Background: an optimization exercise with open tools, aiming at small area, a short achievable clock period and few clock cycles per item. Do not read the settings as production practice.
At most, simulation tests tie the RTL to the original design; equivalence was not proved.
Only the layout flow was run in runs 1 and 2; the RTL was not checked for function there.
Power is estimated from default activity; no workload was simulated.

## flow/design.v (module list and top-level ports; edited modules follow where they fit)
// module sce_line_filter: 188 lines
// module sce_sum_a: 626 lines
// module sce_sum_b: 114 lines
// module sce_div: 255 lines
module sce_line_filter (
    input  wire        clk,
    input  wire        rst,         
    input  wire        start,
    input  wire [15:0] len,         
    input  wire [31:0] radius,      
    input  wire        fp_mode,     
    output wire        idle,
    input  wire        in_valid,
    input  wire [31:0] in_data,
    output wire        in_ready,
    output reg         out_valid,
    output reg  [31:0] out_data,
    input  wire        out_ready
);
  // ...
==> flow/flow/run.sh <==
#!/bin/bash
# Standard layout with two changes:
#  - port buffers are buf_2 cells (the default pick is a slow delay buffer);
#  - after the standard synthesis, polopt.py picks the polarity of each full
#    adder (a full adder inverted on all inputs gives inverted outputs) so as
#    to drop most inverters between adders. Registers are untouched.
set -euo pipefail
ARGS=(BUFFER_PORTS_ARGS="-buffer_cell sky130_fd_sc_hd__buf_2")
bash standard.sh "${ARGS[@]}" synth > synth.log 2>&1
R=orfs/results/${FLOW_PLATFORM:-sky130hd}/sce_line_filter/base
cp $R/1_2_yosys.v synth_standard.v
python3 flow/polopt.py synth_standard.v $R/1_2_yosys.v > polopt.log 2>&1
touch $R/1_2_yosys.v
bash standard.sh "${ARGS[@]}" finish > finish.log 2>&1
==> flow/flow/polopt.py <==
#!/usr/bin/env python3
"""Remove inverters around full adders in a Yosys-written sky130 netlist.

A full adder is self-dual: inverting its three inputs inverts both outputs.
For every fa cell we may therefore choose to feed it the complements of its
logical inputs, in which case its output nets carry the complements of its
logical outputs. This script chooses those polarities (greedy local search)
to minimise the inverters needed between cells, rewires the loads and drops
inverters left without loads. Registers and every other cell are kept as
they are; only which polarity of a signal feeds a pin changes.

usage: polopt.py IN.v OUT.v
"""
import re
import sys
from collections import defaultdict

OUT_PINS = {"X", "Y", "Q", "Q_N", "SUM", "COUT", "HI", "LO", "GCLK"}
INV_RE = re.compile(r"sky130_fd_sc_hd__(inv|clkinv)_\d+$")
FA_RE = re.compile(r"sky130_fd_sc_hd__fa_\d+$")

def main(src, dst):
    text = open(src).read()
    # one module only
    m = re.search(r"\bmodule\s+(\S+)\s*\(", text)
    body_start = text.index(";", m.end()) + 1
    end = text.rindex("endmodule")
    inst_re = re.compile(r"^\s*(sky130_fd_sc_hd__\w+)\s+(\S+)\s*\((.*?)\);\s*$", re.S | re.M)
    cells = []
    spans = []
    for mm in inst_re.finditer(text, body_start, end):
        typ, name, conns = mm.group(1), mm.group(2), mm.group(3)
        pins = []
        for pm in re.finditer(r"\.(\w+)\(\s*((?:\\\S+\s)|[^()]*?)\s*\)", conns):
            pins.append([pm.group(1), pm.group(2).strip()])
        cells.append({"type": typ, "name": name, "pins": pins})
        spans.append((mm.start(), mm.end()))
    # text outside instances: declarations and assigns
    other = []
    prev = body_start
    for (a, b) in spans:
        other.append(text[prev:a])
        prev = b
    other.append(text[prev:end])
    other_text = "".join(other)
    # nets referenced outside cell instances (ports, assigns) are pinned
    ident_re = re.compile(r"\\\S+\s|[A-Za-z_][A-Za-z0-9_$]*(?:\s*\[\d+\])?")

    driver = {}
    loads = defaultdict(list)
    for ci, c in enumerate(cells):
        for pi, (p, n) in enumerate(c["pins"]):
            if p in OUT_PINS:
                driver[n] = (ci, p)
            else:
                loads[n].append((ci, pi))

    is_inv = [bool(INV_RE.match(c["type"])) for c in cells]
    is_fa = [bool(FA_RE.match(c["type"])) for c in cells]

    def pin(ci, p):
        for q, n in cells[ci]["pins"]:
            if q == p:
                return n
        return None

    # nets used in assigns or as ports: treat as external loads
    assign_nets = set()
    for line in other_text.splitlines():
        s = line.strip()
        if s.startswith("assign"):
            for tok in ident_re.findall(s[6:]):
                assign_nets.add(tok.strip())
    port_names = set()
    for line in other_text.splitlines():
        s = line.strip()
        mm2 = re.match(r"(input|output|inout)\s+(?:\[[^\]]*\]\s*)?(\S+);", s)
        if mm2:
            port_names.add(mm2.group(2))

    def external(n):
        base = re.sub(r"\s*\[\d+\]$", "", n)
        return n in assign_nets or base in assign_nets or base in port_names or n in port_names

    def root(n):
        par = 0
        seen = 0
        while n in driver and is_inv[driver[n][0]] and seen < 50:
            n = pin(driver[n][0], "A")
            par ^= 1
            seen += 1
        return n, par

    # FA output root nets
    fa_of = {}
    for ci, c in enumerate(cells):
        if is_fa[ci]:
            for p in ("SUM", "COUT"):
                n = pin(ci, p)
                fa_of[n] = ci
    # FAs whose outputs reach something external (through inverters) are fixed
    fixed = set()

    # managed loads: (ci, pi, root, parity)
    managed = []
    for ci, c in enumerate(cells):
        if is_inv[ci]:
            continue
        for pi, (p, n) in enumerate(c["pins"]):
            if p in OUT_PINS:
                continue
            r, par = root(n)
            if r in fa_of or is_fa[ci]:
                managed.append((ci, pi, r, par))
    # roots of FA outputs: check every net in their inverter trees for external use
    def tree_nets(r):
        out = [r]
        stack = [r]
        while stack:
            n = stack.pop()
            for (ci, pi) in loads.get(n, []):
                if is_inv[ci]:
                    y = pin(ci, "Y")
                    out.append(y)
                    stack.append(y)
        return out
    for r, f in fa_of.items():
        for n in tree_nets(r):
            if external(n):
                fixed.add(f)
    # inverted versions of non-FA roots that stay for unmanaged loads
    managed_set = set((ci, pi) for (ci, pi, r, par) in managed)
    keep_inv = {}   # root -> existing inverter output net kept anyway
    for n, ls in loads.items():
        pass
    for ci, c in enumerate(cells):
        if not is_inv[ci]:
            continue
        y = pin(ci, "Y")
        r, par = root(y)
        if r in fa_of or par != 1:
            continue
        # does y have an unmanaged load (or external use)?
        unm = external(y) or any((lci, lpi) not in managed_set and not is_inv[lci] for (lci, lpi) in loads.get(y, []))
        if unm:
            keep_inv[r] = y

    flip = [0] * len(cells)
    by_root = defaultdict(list)
    for k, (ci, pi, r, par) in enumerate(managed):
        by_root[r].append(k)
    fa_roots = defaultdict(set)   # fa -> roots it touches
    for k, (ci, pi, r, par) in enumerate(managed):
        if is_fa[ci]:
            fa_roots[ci].add(r)
        if r in fa_of:
            fa_roots[fa_of[r]].add(r)

    def need(k):
        ci, pi, r, par = managed[k]
        v = par
        if r in fa_of:
            v ^= flip[fa_of[r]]
        if is_fa[ci]:
            v ^= flip[ci]
        return v

    def root_cost(r):
        if any(need(k) for k in by_root[r]):
            return 0 if (r not in fa_of and r in keep_inv) else 1
        return 0

    def cost_of(rs):
        return sum(root_cost(r) for r in rs)

    before = sum(root_cost(r) for r in by_root)
    # parity constraints along fa -> fa connections, solved by BFS
    adj = defaultdict(list)
    for k, (ci, pi, r, par) in enumerate(managed):
        if is_fa[ci] and r in fa_of:
            u = fa_of[r]
            adj[u].append((ci, par))
            adj[ci].append((u, par))
    seen = set()
    conflicts = 0
    for s0 in range(len(cells)):
        if not is_fa[s0] or s0 in seen or s0 in fixed:
            continue
        seen.add(s0)
        queue = [s0]
        while queue:
            u = queue.pop()
            for (v, par) in adj[u]:
                want = flip[u] ^ par
                if v in seen:
                    conflicts += flip[v] != want
                    continue
                if v in fixed:
                    continue
                seen.add(v)
                flip[v] = want
                queue.append(v)
    bfs_cost = sum(root_cost(r) for r in by_root)
    # keep the better of the two starting points
    if bfs_cost > before:
        flip = [0] * len(cells)
    improved = True
    it = 0
    while improved and it < 50:
        improved = False
        it += 1
        for f in range(len(cells)):
            if not is_fa[f] or f in fixed:
                continue
            rs = fa_roots[f]
            c0 = cost_of(rs)
            flip[f] ^= 1
            c1 = cost_of(rs)
            if c1 < c0:
                improved = True
            else:
                flip[f] ^= 1
    after = sum(root_cost(r) for r in by_root)
    n_inv_before = sum(is_inv)

    # rewire
    new_inv = {}
    new_cells = []
    cnt = [0]
    def inv_net(r):
        if r in keep_inv and r not in fa_of:
            return keep_inv[r]
        if r not in new_inv:
            cnt[0] += 1
            y = f"polinv_n{cnt[0]}"
            new_inv[r] = y
            new_cells.append({"type": "sky130_fd_sc_hd__inv_1", "name": f"polinv_{cnt[0]}",
                              "pins": [["A", r], ["Y", y]]})
        return new_inv[r]
    for k, (ci, pi, r, par) in enumerate(managed):
        cells[ci]["pins"][pi][1] = inv_net(r) if need(k) else r
    # drop inverters without loads (iterate)
    alive = [True] * len(cells)
    while True:
        used = defaultdict(int)
        for ci, c in enumerate(cells):
            if not alive[ci]:
                continue
            for p, n in c["pins"]:
                if p not in OUT_PINS:
                    used[n] += 1
        for c in new_cells:
            used[c["pins"][0][1]] += 1
        changed = False
        for ci, c in enumerate(cells):
            if alive[ci] and is_inv[ci]:
                y = pin(ci, "Y")
                if used[y] == 0 and not external(y):
                    alive[ci] = False
                    changed = True
        if not changed:
            break
    n_inv_after = sum(1 for ci in range(len(cells)) if alive[ci] and is_inv[ci]) + len(new_cells)

    def emit(c):
        pins = ",\n".join(f"    .{p}({n}{' ' if n.startswith(chr(92)) else ''})" for p, n in c["pins"])
        return f"  {c['type']} {c['name']} (\n{pins}\n  );\n"
    decls = "".join(f"  wire {c['pins'][1][1]};\n" for c in new_cells)
    out = [text[:body_start], other[0], decls]
    for ci, c in enumerate(cells):
        if alive[ci]:
            out.append(emit(c))
        out.append(other[ci + 1] if ci + 1 < len(other) - 1 else "")
    out.append("".join(emit(c) for c in new_cells))
    out.append(other[-1])
    out.append(text[end:])
    open(dst, "w").write("".join(out))
    print(f"polopt: bfs conflicts {conflicts
    print(f"polopt: fa {sum(is_fa)}, fixed {len(fixed)}, flipped {sum(flip)}, "
          f"inverter roots {before} -> {after}, inverters {n_inv_before} -> {n_inv_after}")

if __name__ == "__main__":
    main(sys.argv[1], sys.argv[2])
==> flow/standard.sh <==
#!/bin/bash
# synth_recipe.tcl (not shown) runs the flow's synth.tcl, then flattens the netlist and writes it again
# the make line also repeats each setting of config.mk as NAME=value (left out here)
make -C /OpenROAD-flow-scripts/flow DESIGN_CONFIG=/design/flow/config.mk WORK_HOME=/design/flow/orfs CLKGATE_MAP_FILE= SYNTH_SCRIPT=/design/flow/synth_recipe.tcl "${@:-finish}"
==> flow/config.mk <==
export PLATFORM = sky130hd
export DESIGN_NAME = sce_line_filter
export DESIGN_NICKNAME = sce_line_filter
export VERILOG_FILES = /design/flow/design.v
export SDC_FILE = /design/flow/constraint.sdc
export NUM_CORES = 4
export LEC_CHECK = 0
export CAP_MARGIN = 60
export CORE_MARGIN = 2
export CORE_UTILIZATION = 40
export SLEW_MARGIN = 60
==> flow/constraint.sdc <==
create_clock -name core_clock -period 20.0 [get_ports {clk}]
set_input_delay 4.0000 -clock core_clock [delete_from_list [all_inputs] [get_ports {clk}]]
set_output_delay 4.0000 -clock core_clock [all_outputs]
set_load 0.01 [all_outputs]
==> run_results.csv, run 1 <==
group,metric,value,unit
run_status,run_status,"no timing/DRC/antenna violations",
route,wl,159.3,mm
cells_and_area,flip_flop_count_of_the_largest_register_all_copies_and_words_added,512,
cells_and_area,final_std_cells_w_o_fill,7134,
setup_path,critical_path_endpoint,"out_data[19]",
cells_and_area,layout.filler_cells,15217,
placement,post-dp-hpwl,125.4,mm
timing,timing.fmax,182.2,MHz
logic_synthesis,mappedNetlistNets,6152,
cells_and_area,seq_area_frac,0.3991,
route,wl_per_cell,22.33,um
setup_path,cp_max_fo,1,
setup_path,regToRegEndpoint,"ra[143]",
placement,gp_congestion,0.9254,
power_and_ir_drop,cellInternalPower,0.007799,W
power_and_ir_drop,power_clock,0.00213,W
power_and_ir_drop,clock_power_share,0.160,
die,floorplan.die_area,175200,um^2
cells_and_area,final_net_count,6361,
global_route,vias_in_the_first_global_route,40021,
min_path,worstHoldPathType,"register to register",
timing,worst_hold_slack,0.3864,ns
cells_and_area,multi_input_area_share,0.4666,
power_and_ir_drop,cellLeakagePower,30.23,nW
timing,setup_viol,0,
logic_synthesis,mappedNetlistArea,68730,um^2
setup_path,worstSetupPathDepth,1,
die,ioPinCount,121,
die,die_width,418.5,um
global_route,grt_usage,0.1884,
logic_synthesis,synthesis.area_per_instance,14.95,um^2
route,routed_via_count_divided_by_cell_count,4.944,
cts,path_clk_slew,0.06,ns
global_route,grt_busiest_layer,"met2",
cts,cts-root-buf,"sky130_fd_sc_hd__clkbuf_16",
power_and_ir_drop,max-vdd-ir-drop,0.1811,mV
global_route,global_route.usage.met1,0.2519,
setup_path,cells_traversed_along_the_worst_timing_path,"buf_2",
route,topRoutingLayerUsed,"met4",
timing,postLayoutSetupSlackWorst,14.51,ns
route,antenna_violating_nets_post_route,0,
==> run 2, diff against run 1 <==
--- a/flow/config.mk
+++ b/flow/config.mk
@@ -5,7 +5,7 @@
 export SDC_FILE = /design/flow/constraint.sdc
 export NUM_CORES = 4
 export LEC_CHECK = 0
-export CAP_MARGIN = 60
+export CAP_MARGIN = 20
 export CORE_MARGIN = 2
-export CORE_UTILIZATION = 40
-export SLEW_MARGIN = 60
+export CORE_UTILIZATION = 65
+export SLEW_MARGIN = 20
==> run 2 against run 1 <==
Die area is 38% lower. Power is 1.6% higher. Flip-flop and latch count stayed put. Critical endpoint is now e1_d[17]. Sequential share of layout area is 0.88 points higher. Sequential power hardly changed. Combinational power is 3.5% higher. Still clean. Hold slack better by 0.033 ns.
==> run_results.csv, run 2 <==
group,metric,value,unit
setup_path,cp_max_fo,32,
logic_synthesis,mappedNetlistNets,6152,
timing,timing.fmax,185.2,MHz
route,wl_per_cell,24.68,um
logic_synthesis,syn-instance-count,4596,
die,floorplan.die_area,108400,um^2
cts,cts_made_buffers,109,
cts,tritoncts,"yes",
min_path,worstHoldPathType,"register to register",
route,dr.first_iter.drc_count,3112,
placement,post-dp-hpwl,123.4,mm
cells_and_area,layout.filler_cells,7035,
placement,number_of_port_buffers,120,
cts,cts-root-buf,"sky130_fd_sc_hd__clkbuf_16",
route,antenna_violating_nets_post_route,0,
job,maxCapViolCount,0,
logic_synthesis,synthesis.area_per_instance,14.95,um^2
timing,period_minus_slack,5.400,ns
setup_path,worst_setup_path_start_kind,"input port",
timing,worst_clock_skew,0.02786,ns
logic_synthesis,mappedNetlistArea,68730,um^2
route,drt_pre_antenna_iters,6,
route,wl,154.7,mm
timing,worst_pin_slew,1.112,ns
die,start_util,0.6538,
cts,clock_net_sink_count,1031,
cts,cts-htree-levels,3,
cts,path_clk_slew,0.06,ns
cts,postCtsSetupRepairBufs,0,
power_and_ir_drop,power_per_cell_area,181.5,nW/um^2
placement,worst_slack_at_placement,13.97,ns
cts,hold_buffers,0,
cells_and_area,final_area,74660,um^2
power_and_ir_drop,power_switching_share,0.4254,
global_route,grt_usage,0.2984,
die,die_width,329.2,um
timing,period_share,0.2700,
die,die-height,329.2,um
global_route,grt_max_degree,89,
power_and_ir_drop,netSwitchingPower,0.005763,W
die,rows,119,
cts,post_cts.resized_instances,0,
global_route,vias_in_the_first_global_route,39055,
cells_and_area,final_net_count,6342,
cells_and_area,flip_flop_count_of_the_largest_register_all_copies_and_words_added,512,
setup_path,worst-endpoint-arrival,5.63,ns
cells_and_area,final_layout_size_suffix_gt1_frac,0.08101,
cells_and_area,largest_register,"w",
route,detail_route.drc_violations,0,
timing,setup_viol,0,
cells_and_area,final_common_cell,"sky130_fd_sc_hd__fa_1",
timing,rsz0062_at_grt,"no",
power_and_ir_drop,sequential_cell_fraction_of_total_power,0.238,
timing,postLayoutSetupSlackWorst,14.60,ns
power_and_ir_drop,finalPower,0.01355,W
timing,timing_hold_violations_final,0,
power_and_ir_drop,cellInternalPower,0.007786,W
setup_path,critical_path.n_buffers_inverters,1,
setup_path,slowest_stage,"sky130_fd_sc_hd__nand2_2",
power_and_ir_drop,combPwrFrac,0.612,
die,ioPinCount,121,
placement,gp_congestion,0.9690,
power_and_ir_drop,cellLeakagePower,29.99,nW
cells_and_area,area_growth,8.623,%
cts,cts-root-to-sink-buffers,3,
placement,dpl_cell_area,71080,um^2
route,routed_via_count_divided_by_cell_count,5.731,
setup_path,worst_ep_required_time,20.23,ns
setup_path,timing.critical_path.slowest_cell_delay,0.74,ns
setup_path,timing.critical_path.to_type,"register",
timing,timing.max_slew.rel_slack,0.2585,
setup_path,worst-setup-path-type,"input port to register",
logic_synthesis,ys.warnings.count,3,
global_route,grt.overflow.total,0,
timing,tns,0,ns
timing,slew_viol_final,0,
die,core_area,105100,um^2
setup_path,cells_traversed_along_the_worst_timing_path,"buf_2 > nor2_1 > nand2_2",
global_route,grt_pass1_wl,235.5,mm
run_status,run_status,"no timing/DRC/antenna violations",
cts,clock_insertion_delay_worst_skew,0.73,ns
route,vias_after_detailed_routing,35923,
cells_and_area,largest_registers_ranked_by_flip_flop_count,"w: 512 flops, ra: 244 flops, rb: 68 flops",
cells_and_area,leading_cell_types_in_the_layout_fill_and_taps_excluded,"sky130_fd_sc_hd__fa_1 (1180), sky130_fd_sc_hd__edfxtp_1 (979), sky130_fd_sc_hd__inv_1 (648), sky130_fd_sc_hd__and2_1 (422), sky130_fd_sc_hd__ha_1 (290)",
power_and_ir_drop,clock_power_share,0.150,
global_route,antenna_found_initial,5,
setup_path,timing.critical_path.max_delay_family,"simple AND/OR/NAND/NOR gates",
power_and_ir_drop,max-vdd-ir-drop,0.5117,mV
cells_and_area,postLayoutCoreUtil,0.7102,
run 2: changes by cell type in the layout (fill, tap and decap cells not counted), moves of 5 or more:
cell | previous run | this run
sky130_fd_sc_hd__clkbuf_1 | 21 | 15
sky130_fd_sc_hd__clkinv_2 | 19 | 24
sky130_fd_sc_hd__clkinv_16 | 6 | 1
sky130_fd_sc_hd__buf_6 | 5 | 0
sky130_fd_sc_hd__buf_4 | 24 | 32
sky130_fd_sc_hd__buf_8 | 7 | 1
sky130_fd_sc_hd__buf_16 | 8 | 0
run 2: worst register-to-register path: stages (launching register included):
cell                        delay (ns)
sky130_fd_sc_hd__edfxtp_1         0.54
sky130_fd_sc_hd__inv_1            0.26
sky130_fd_sc_hd__fa_1             0.47
sky130_fd_sc_hd__fa_1             0.41
sky130_fd_sc_hd__fa_1             0.51
sky130_fd_sc_hd__fa_1             0.42
sky130_fd_sc_hd__ha_1             0.34
sky130_fd_sc_hd__a21o_1           0.18
sky130_fd_sc_hd__a21oi_1          0.15
sky130_fd_sc_hd__a21oi_1          0.15
sky130_fd_sc_hd__o2111ai_2        0.27
sky130_fd_sc_hd__o21bai_1         0.17
sky130_fd_sc_hd__o41ai_2          0.26
sky130_fd_sc_hd__xnor2_1          0.22
sky130_fd_sc_hd__mux2_2           0.31
run 2: final timing paths:
| path | startpoint | to | slack (ns) | depth (start not counted) |
|---|---|---|---|---|
| worst max-delay path | out_ready | e1_d[17] | 14.60 | 3 |
| worst min-delay path | wfs[4] | wfs[5] | 0.42 | 0 |
| worst max register to register | rb[61] | e1_d[7] | 15.08 | 14 |
| worst min register to register | wfs[4] | wfs[5] | 0.42 | 0 |
run 2: area by class of cell:
type,instances,area [um^2],area share
Antenna cell,1,2.502,0.00003352
Tap cell,1391,1740,0.02331
Sequential cell,1031,30450,0.4079
Clock buffer,132,2915,0.03905
Clock inverter,69,661.9,0.008866
Timing Repair Buffer,153,855.8,0.01146
Multi-Input combinational cell,2841,35580,0.4766
Inverter,650,2447,0.03278
run 2: metrics by stage:
step	hold WS [ns]	instances
floorplan	0.4003	4596
global placement	0.4010	6065
detailed placement	0.4045	6066
CTS	0.4190	6267
global route	0.4232	6267
finish	0.4191	6268
run 2: routing by layer:
layer | vias to the layer above | GRT usage | wire length (um)
met3 | 203 | 0.04992 | 10820
met2 | 1272 | 0.4686 | 73140
met5 | - | 0 | 33
met1 | 18955 | 0.4482 | 67430
met4 | 4 | 0.06996 | 3258
li1 | 15489 | - | -
run 2: power by group through the flow:
stage                     Clock, W  Sequential, W  Combinational, W
final                      0.00203        0.00322           0.00830
after detailed placement         0        0.00326           0.00821
after CTS                  0.00207        0.00322           0.00828
after floorplan                  0        0.00318           0.00621
after global placement           0        0.00326           0.00800
after global routing       0.00215        0.00325           0.00932
==> module sce_line_filter, before the edit <==
module sce_line_filter (
    input  wire        clk,
    input  wire        rst,         
    input  wire        start,
    input  wire [15:0] len,         
    input  wire [31:0] radius,      
    input  wire        fp_mode,     
    output wire        idle,
    input  wire        in_valid,
    input  wire [31:0] in_data,
    output wire        in_ready,
    output reg         out_valid,
    output reg  [31:0] out_data,
    input  wire        out_ready
);
    reg        busy;       
    reg [15:0] rem;        
    reg [15:0] pos;        
    reg [15:0] rad;        
    reg        nofast;     
    reg        rdy;        
    reg        idle_r;     
    assign idle     = idle_r;
    assign in_ready = rdy;
    wire take   = start && !busy && (len != 16'd0);
    wire accept = in_valid && rdy;
    wire last   = (rem == 16'd1);
    wire fast_w = !nofast && (rad < pos) && (rad < rem);
    reg [31:0] in_d;
    reg        in_v, in_f, in_fs;
    reg        tail;       
    reg [31:0] w [0:15];
    reg [15:0] wf;         
    reg [7:0]  wv;         
    reg [7:0]  wfs;        
    reg        stall;      
    wire flush = !in_v && tail && (wv != 8'd0);
    wire sh    = !stall && (in_v || flush);
    wire inv_n = accept || (in_v && stall);
    wire [15:0] wf_n  = sh ? {wf[14:0], in_v && in_f} : wf;
    wire [7:0]  wv_n  = sh ? {wv[6:0], in_v} : wv;
    wire        inf_n = accept ? (pos == 16'd0) : in_f;
    wire        fs_n  = sh ? wfs[6] : wfs[7];
    wire [16:0] m_n;
    reg  [16:0] m;
    assign m_n[8] = 1'b1;
    genvar k;
    generate
        for (k = 1; k <= 8; k = k + 1) begin : g_mask
            assign m_n[8 - k] = !fs_n && !(|wf_n[7 + k - 1 : 7]);
            if (k < 8) begin : g_y
                assign m_n[8 + k] = !fs_n && wv_n[7 - k] && !(|wf_n[6 : 7 - k]);
            end else begin : g_y8
                assign m_n[16] = !fs_n && inv_n && !inf_n && !(|wf_n[6 : 0]);
            end
        end
    endgenerate
    wire [31:0] tap [0:16];
    generate
        for (k = 0; k < 16; k = k + 1) begin : g_tap
            assign tap[k] = w[15 - k] & {32{m[k]}};
        end
    endgenerate
    assign tap[16] = in_d & {32{m[16]}};
    localparam integer ND = 61;
    reg  [4*ND-1:0] ra;
    reg             ra_v, ra_fs;
    wire [4*ND-1:0] sa_n;
    genvar c;
    generate
        for (c = 0; c < 4; c = c + 1) begin : g_sa
            wire [ND-1:0] dd;
            wire [7:0]    x8 = tap[8][31 - 8*c -: 8];
            sce_sum_a u_sum (
                .x0 (tap[0][31 - 8*c -: 8]),  .x1 (tap[1][31 - 8*c -: 8]),
                .x2 (tap[2][31 - 8*c -: 8]),  .x3 (tap[3][31 - 8*c -: 8]),
                .x4 (tap[4][31 - 8*c -: 8]),  .x5 (tap[5][31 - 8*c -: 8]),
                .x6 (tap[6][31 - 8*c -: 8]),  .x7 (tap[7][31 - 8*c -: 8]),
                .x8 (x8),                     .x9 (tap[9][31 - 8*c -: 8]),
                .x10(tap[10][31 - 8*c -: 8]), .x11(tap[11][31 - 8*c -: 8]),
                .x12(tap[12][31 - 8*c -: 8]), .x13(tap[13][31 - 8*c -: 8]),
                .x14(tap[14][31 - 8*c -: 8]), .x15(tap[15][31 - 8*c -: 8]),
                .x16(tap[16][31 - 8*c -: 8]),
                .fs(wfs[7]),
                .d(dd)
            );
            assign sa_n[ND*c +: ND] = dd;
        end
    endgenerate
    reg  [67:0] rb;
    reg         rb_v, rb_fs;
    wire [67:0] sb_n;
    generate
        for (c = 0; c < 4; c = c + 1) begin : g_sb
            sce_sum_b u_sumb (.d(ra[ND*c +: ND]), .s2(sb_n[17*c +: 17]));
        end
    endgenerate
    wire [31:0] res;
    generate
        for (c = 0; c < 4; c = c + 1) begin : g_sc
            wire [7:0] q;
            sce_div u_div (.a(rb[17*c +: 17]), .q(q));
            assign res[31 - 8*c -: 8] = rb_fs ? rb[17*c + 5 +: 8] : q;
        end
    endgenerate
    reg        e1_v;
    reg [31:0] e1_d;
    wire push  = !stall && rb_v;
    reg  e0_empty;         
    wire efree = e0_empty || out_ready;
    wire ov_n  = efree ? (e1_v || push) : 1'b1;
    wire e1v_n = efree ? (e1_v && push) : (e1_v || push);
    wire rav_n = stall ? ra_v : (sh && wv[7]);
    wire rbv_n = stall ? rb_v : ra_v;
    wire stall_n = ov_n && e1v_n && rbv_n;
    integer i;
    always @(posedge clk) begin
        if (!in_v || !stall)
            in_d <= in_data;
        if (accept) begin
            in_f  <= (pos == 16'd0);
            in_fs <= fast_w;
        end
        if (sh) begin
            for (i = 15; i > 0; i = i - 1)
                w[i] <= w[i-1];
            w[0] <= in_d;
            wf   <= wf_n;
            wfs  <= {wfs[6:0], in_fs};
        end
        m <= m_n;
        if (!stall) begin
            ra    <= sa_n;
            ra_fs <= wfs[7];
            rb    <= sb_n;
            rb_fs <= ra_fs;
        end
        if (efree)
            out_data <= e1_v ? e1_d : res;
        if (efree || !e1_v)
            e1_d <= res;
        if (!busy) begin
            rem    <= len;
            rad    <= radius[15:0];
            nofast <= fp_mode || (radius[31:16] != 16'd0);
        end else if (accept) begin
            rem <= rem - 16'd1;
        end
        if (!busy)
            pos <= 16'd0;
        else if (accept)
            pos <= pos + 16'd1;
        if (rst) begin
            busy      <= 1'b0;
            idle_r    <= 1'b1;
            rdy       <= 1'b0;
            in_v      <= 1'b0;
            tail      <= 1'b1;
            wv        <= 8'd0;
            ra_v      <= 1'b0;
            rb_v      <= 1'b0;
            out_valid <= 1'b0;
            e0_empty  <= 1'b1;
            e1_v      <= 1'b0;
            stall     <= 1'b0;
        end else begin
            if (take) begin
                busy   <= 1'b1;
                idle_r <= 1'b0;
            end else if (accept && last) begin
                busy   <= 1'b0;
                idle_r <= 1'b1;
            end
            rdy <= (take || (busy && !(accept && last))) && (!inv_n || !stall_n);
            in_v <= inv_n;
            if (accept)
                tail <= last;
            if (sh)
                wv <= {wv[6:0], in_v};
            ra_v      <= rav_n;
            rb_v      <= rbv_n;
            out_valid <= ov_n;
            e0_empty  <= !ov_n;
            e1_v      <= e1v_n;
            stall     <= stall_n;
        end
    end
endmodule
==> run 3, diff against run 2 <==
--- a/flow/design.v
+++ b/flow/design.v
@@ -19,8 +19,7 @@
     reg [15:0] rad;        
     reg        nofast;     
     reg        rdy;        
-    reg        idle_r;     
-    assign idle     = idle_r;
+    assign idle     = !busy;
     assign in_ready = rdy;
     wire take   = start && !busy && (len != 16'd0);
     wire accept = in_valid && rdy;
@@ -106,8 +105,7 @@
     reg        e1_v;
     reg [31:0] e1_d;
     wire push  = !stall && rb_v;
-    reg  e0_empty;         
-    wire efree = e0_empty || out_ready;
+    wire efree = !out_valid || out_ready;
     wire ov_n  = efree ? (e1_v || push) : 1'b1;
     wire e1v_n = efree ? (e1_v && push) : (e1_v || push);
     wire rav_n = stall ? ra_v : (sh && wv[7]);
@@ -139,20 +137,19 @@
             out_data <= e1_v ? e1_d : res;
         if (efree || !e1_v)
             e1_d <= res;
-        if (!busy) begin
+        if (take) begin
             rem    <= len;
             rad    <= radius[15:0];
             nofast <= fp_mode || (radius[31:16] != 16'd0);
         end else if (accept) begin
             rem <= rem - 16'd1;
         end
-        if (!busy)
+        if (take)
             pos <= 16'd0;
         else if (accept)
             pos <= pos + 16'd1;
         if (rst) begin
             busy      <= 1'b0;
-            idle_r    <= 1'b1;
             rdy       <= 1'b0;
             in_v      <= 1'b0;
             tail      <= 1'b1;
@@ -160,17 +157,13 @@
             ra_v      <= 1'b0;
             rb_v      <= 1'b0;
             out_valid <= 1'b0;
-            e0_empty  <= 1'b1;
             e1_v      <= 1'b0;
             stall     <= 1'b0;
         end else begin
-            if (take) begin
-                busy   <= 1'b1;
-                idle_r <= 1'b0;
-            end else if (accept && last) begin
-                busy   <= 1'b0;
-                idle_r <= 1'b1;
-            end
+            if (take)
+                busy <= 1'b1;
+            else if (accept && last)
+                busy <= 1'b0;
             rdy <= (take || (busy && !(accept && last))) && (!inv_n || !stall_n);
             in_v <= inv_n;
             if (accept)
@@ -180,7 +173,6 @@
             ra_v      <= rav_n;
             rb_v      <= rbv_n;
             out_valid <= ov_n;
-            e0_empty  <= !ov_n;
             e1_v      <= e1v_n;
             stall     <= stall_n;
         end
--- a/flow/config.mk
+++ b/flow/config.mk
@@ -7,5 +7,5 @@
 export LEC_CHECK = 0
 export CAP_MARGIN = 20
 export CORE_MARGIN = 2
-export CORE_UTILIZATION = 65
+export CORE_UTILIZATION = 40
 export SLEW_MARGIN = 20
==> run 3 against run 2 <==
Still clean. Die area up 61%. Clock skew up 0.024 ns. Non-clock buffer count decreased by 1. Clock power up 5%. Critical path depth is 2 lower. Flip-flop and latch count is 2 lower. Power shrank 4.4%. Final area increased by 1.1%. Via count shrank 3.9%. Critical endpoint is now out_valid. Largest power group unchanged. Highest routed layer unchanged.
==> run_results.csv, run 3 <==
group,metric,value,unit
placement,number_of_port_buffers,120,
setup_path,cp_max_fo,2,
logic_synthesis,ys.warnings.count,3,
setup_path,critical_path.n_buffers_inverters,1,
logic_synthesis,syn-instance-count,4504,
logic_synthesis,mappedNetlistArea,68250,um^2
timing,worst_hold_slack,0.4129,ns
timing,timing.fmax,181.4,MHz
route,drt_pre_antenna_iters,5,
cts,clock_insertion_delay_worst_skew,0.73,ns
global_route,grt.overflow.total,0,
die,core_area,169500,um^2
setup_path,cells_traversed_along_the_worst_timing_path,"buf_2",
cts,path_clk_slew,0.06,ns
cts,postCtsSetupRepairBufs,0,
cts,cts-root-buf,"sky130_fd_sc_hd__clkbuf_16",
cts,cts-root-to-sink-buffers,3,
cells_and_area,largest_register,"w",
cells_and_area,flip_flop_count_of_the_largest_register_all_copies_and_words_added,512,
cts,hold_buffers,0,
power_and_ir_drop,max-vdd-ir-drop,0.1999,mV
setup_path,timing.critical_path.slowest_cell_delay,0.55,ns
cells_and_area,multi_input_logic_area,35200,um^2
die,start_util,0.4027,
route,antenna_violating_nets_post_route,0,
timing,slew_viol_final,0,
cells_and_area,postLayoutCoreUtil,0.4454,
global_route,grt_max_degree,189,
die,die_width,417.1,um
cts,cts-htree-levels,3,
global_route,grt_usage,0.1825,
timing,worst_clock_skew,0.05173,ns
timing,worst_pin_slew,1.192,ns
setup_path,worst_ep_required_time,16.00,ns
global_route,grt_pass1_wl,236.3,mm
cts,clock_net_sink_count,1029,
placement,gp_congestion,0.9191,
min_path,hold_path_depth,0,
route,detail_route.drc_violations,0,
die,floorplan.die_area,173900,um^2
setup_path,reg2regPathDepth,15,
cells_and_area,leading_cell_types_in_the_layout_fill_and_taps_excluded,"sky130_fd_sc_hd__fa_1 (1180), sky130_fd_sc_hd__edfxtp_1 (979), sky130_fd_sc_hd__inv_1 (638), sky130_fd_sc_hd__and2_1 (420), sky130_fd_sc_hd__ha_1 (290)",
power_and_ir_drop,cellLeakagePower,29.93,nW
placement,worst_slack_at_placement,13.83,ns
setup_path,worst-setup-path-type,"register to primary output",
timing,timing.max_slew.rel_slack,0.2050,
cts,post_cts.resized_instances,0,
timing,period_minus_slack,5.512,ns
cells_and_area,final_common_cell,"sky130_fd_sc_hd__fa_1",
global_route,vias_in_the_first_global_route,38944,
route,wl_per_cell,21.92,um
logic_synthesis,synthesis.area_per_instance,15.15,um^2
cells_and_area,seqCellArea,30410,um^2
cells_and_area,area_growth,10.61,%
timing,tns,0,ns
setup_path,worst-endpoint-arrival,1.51,ns
setup_path,worstSetupPathDepth,1,
cells_and_area,layout.filler_cells,15035,
die,rows,151,
setup_path,timing.critical_path.to_type,"primary output",
route,dr.first_iter.drc_count,2678,
timing,postLayoutSetupSlackWorst,14.49,ns
power_and_ir_drop,power_per_cell_area,171.6,nW/um^2
logic_synthesis,mappedNetlistNets,6060,
cells_and_area,final_net_count,6254,
job,maxCapViolCount,0,
global_route,antenna_found_initial,10,
setup_path,worst_setup_path_start_kind,"register",
cells_and_area,largest_registers_ranked_by_flip_flop_count,"w: 512 flops, ra: 244 flops, rb: 68 flops",
cts,cts_made_buffers,113,
cells_and_area,final_layout_size_suffix_gt1_frac,0.08655,
route,vias_after_detailed_routing,34513,
placement,post-dp-hpwl,120.7,mm
route,routed_via_count_divided_by_cell_count,4.920,
setup_path,slowest_stage,"sky130_fd_sc_hd__dfxtp_1",
run_status,run_status,"no timing/DRC/antenna violations",
timing,rsz0062_at_grt,"no",
route,wl,153.8,mm
die,die-height,417.1,um
setup_path,timing.critical_path.max_delay_family,"flip-flops",
timing,setup_viol,0,
die,ioPinCount,121,
cts,tritoncts,"yes",
timing,timing_hold_violations_final,0,
timing,period_share,0.2756,
min_path,worstHoldPathType,"register to register",
[run 3: stage by stage]
step | instance area (um^2) | std cells | total power, W
after CTS | 75480 | 7013 | 0.01314
after global placement | 71660 | 6801 | 0.01073
after detailed placement | 71660 | 6801 | 0.01093
final | 75490 | 7015 | 0.01295
after global routing | 75480 | 7013 | 0.01429
after floorplan | 68250 | 4504 | 0.009134
[run 3: where the power goes]
part / internal [W] / switching, W / leakage (nW)
Clock: 0.00124 / 0.000906 / 1.86
Sequential: 0.00299 / 0.000179 / 9.95
Combinational: 0.00350 / 0.00413 / 18.1
[run 3: layout make-up]
type                       count  share of cell area
antenna                        2          0.00006630
clock inverter                79             0.01091
clock buffer                 133             0.03981
tap                         2218             0.03676
multi-input combinational   2760              0.4662
timing repair buffer         152             0.01130
sequential                  1029              0.4029
inverter                     642             0.03202
[run 3: path summary, 6_finish.rpt]
kind | slack [ns] | from | endpoint
min | 0.41 | wfs[5] | wfs[6]
max reg2reg | 14.79 | rb[40] | out_data[15]
max | 14.49 | out_valid | out_valid
min reg2reg | 0.41 | wfs[5] | wfs[6]
[run 3: metal layers]
metal / track usage / share of wire / vias up
met5: 0 / 0.000085 / -
met2: 0.3060 / 0.49 / 866
li1: - / - / 15152
met4: 0.04403 / 0.025 / 2
met1: 0.2489 / 0.43 / 18275
met3: 0.03020 / 0.054 / 218
Testbench counts of run 3, summed over its fixed seeds: cycles 10,478, items 10,254.

## afterwards: timing with drivers on the ports
Ports are ideal in the flow. The routed layouts listed here were re-timed in OpenROAD. Step 1, drivers: a clkbuf_16 drives clk and a buf_2 each remaining input, both assumed. Step 2, shift: input delay + t, output delay - t, t = (earliest + latest rising clock arrival at the registers) / 2. This alone moves slack from input paths to output paths. Slacks: ideal ports / drivers / drivers and shift; pairs: ideal ports / drivers.
run	t, ns	slack for setup (ns)	worst setup path at the end
run 1	0.823	14.513 / 14.438 / 14.328	input to register
run 2	0.788	14.600 / 14.582 / 13.870	input to register
run 3	0.786	14.488 / 14.412 / 13.876	input to register
After both steps every run listed still meets setup and hold. For run 2, which loses most, drivers alone change the setup slack by -0.018 ns; drivers and shift together by -0.730 ns.
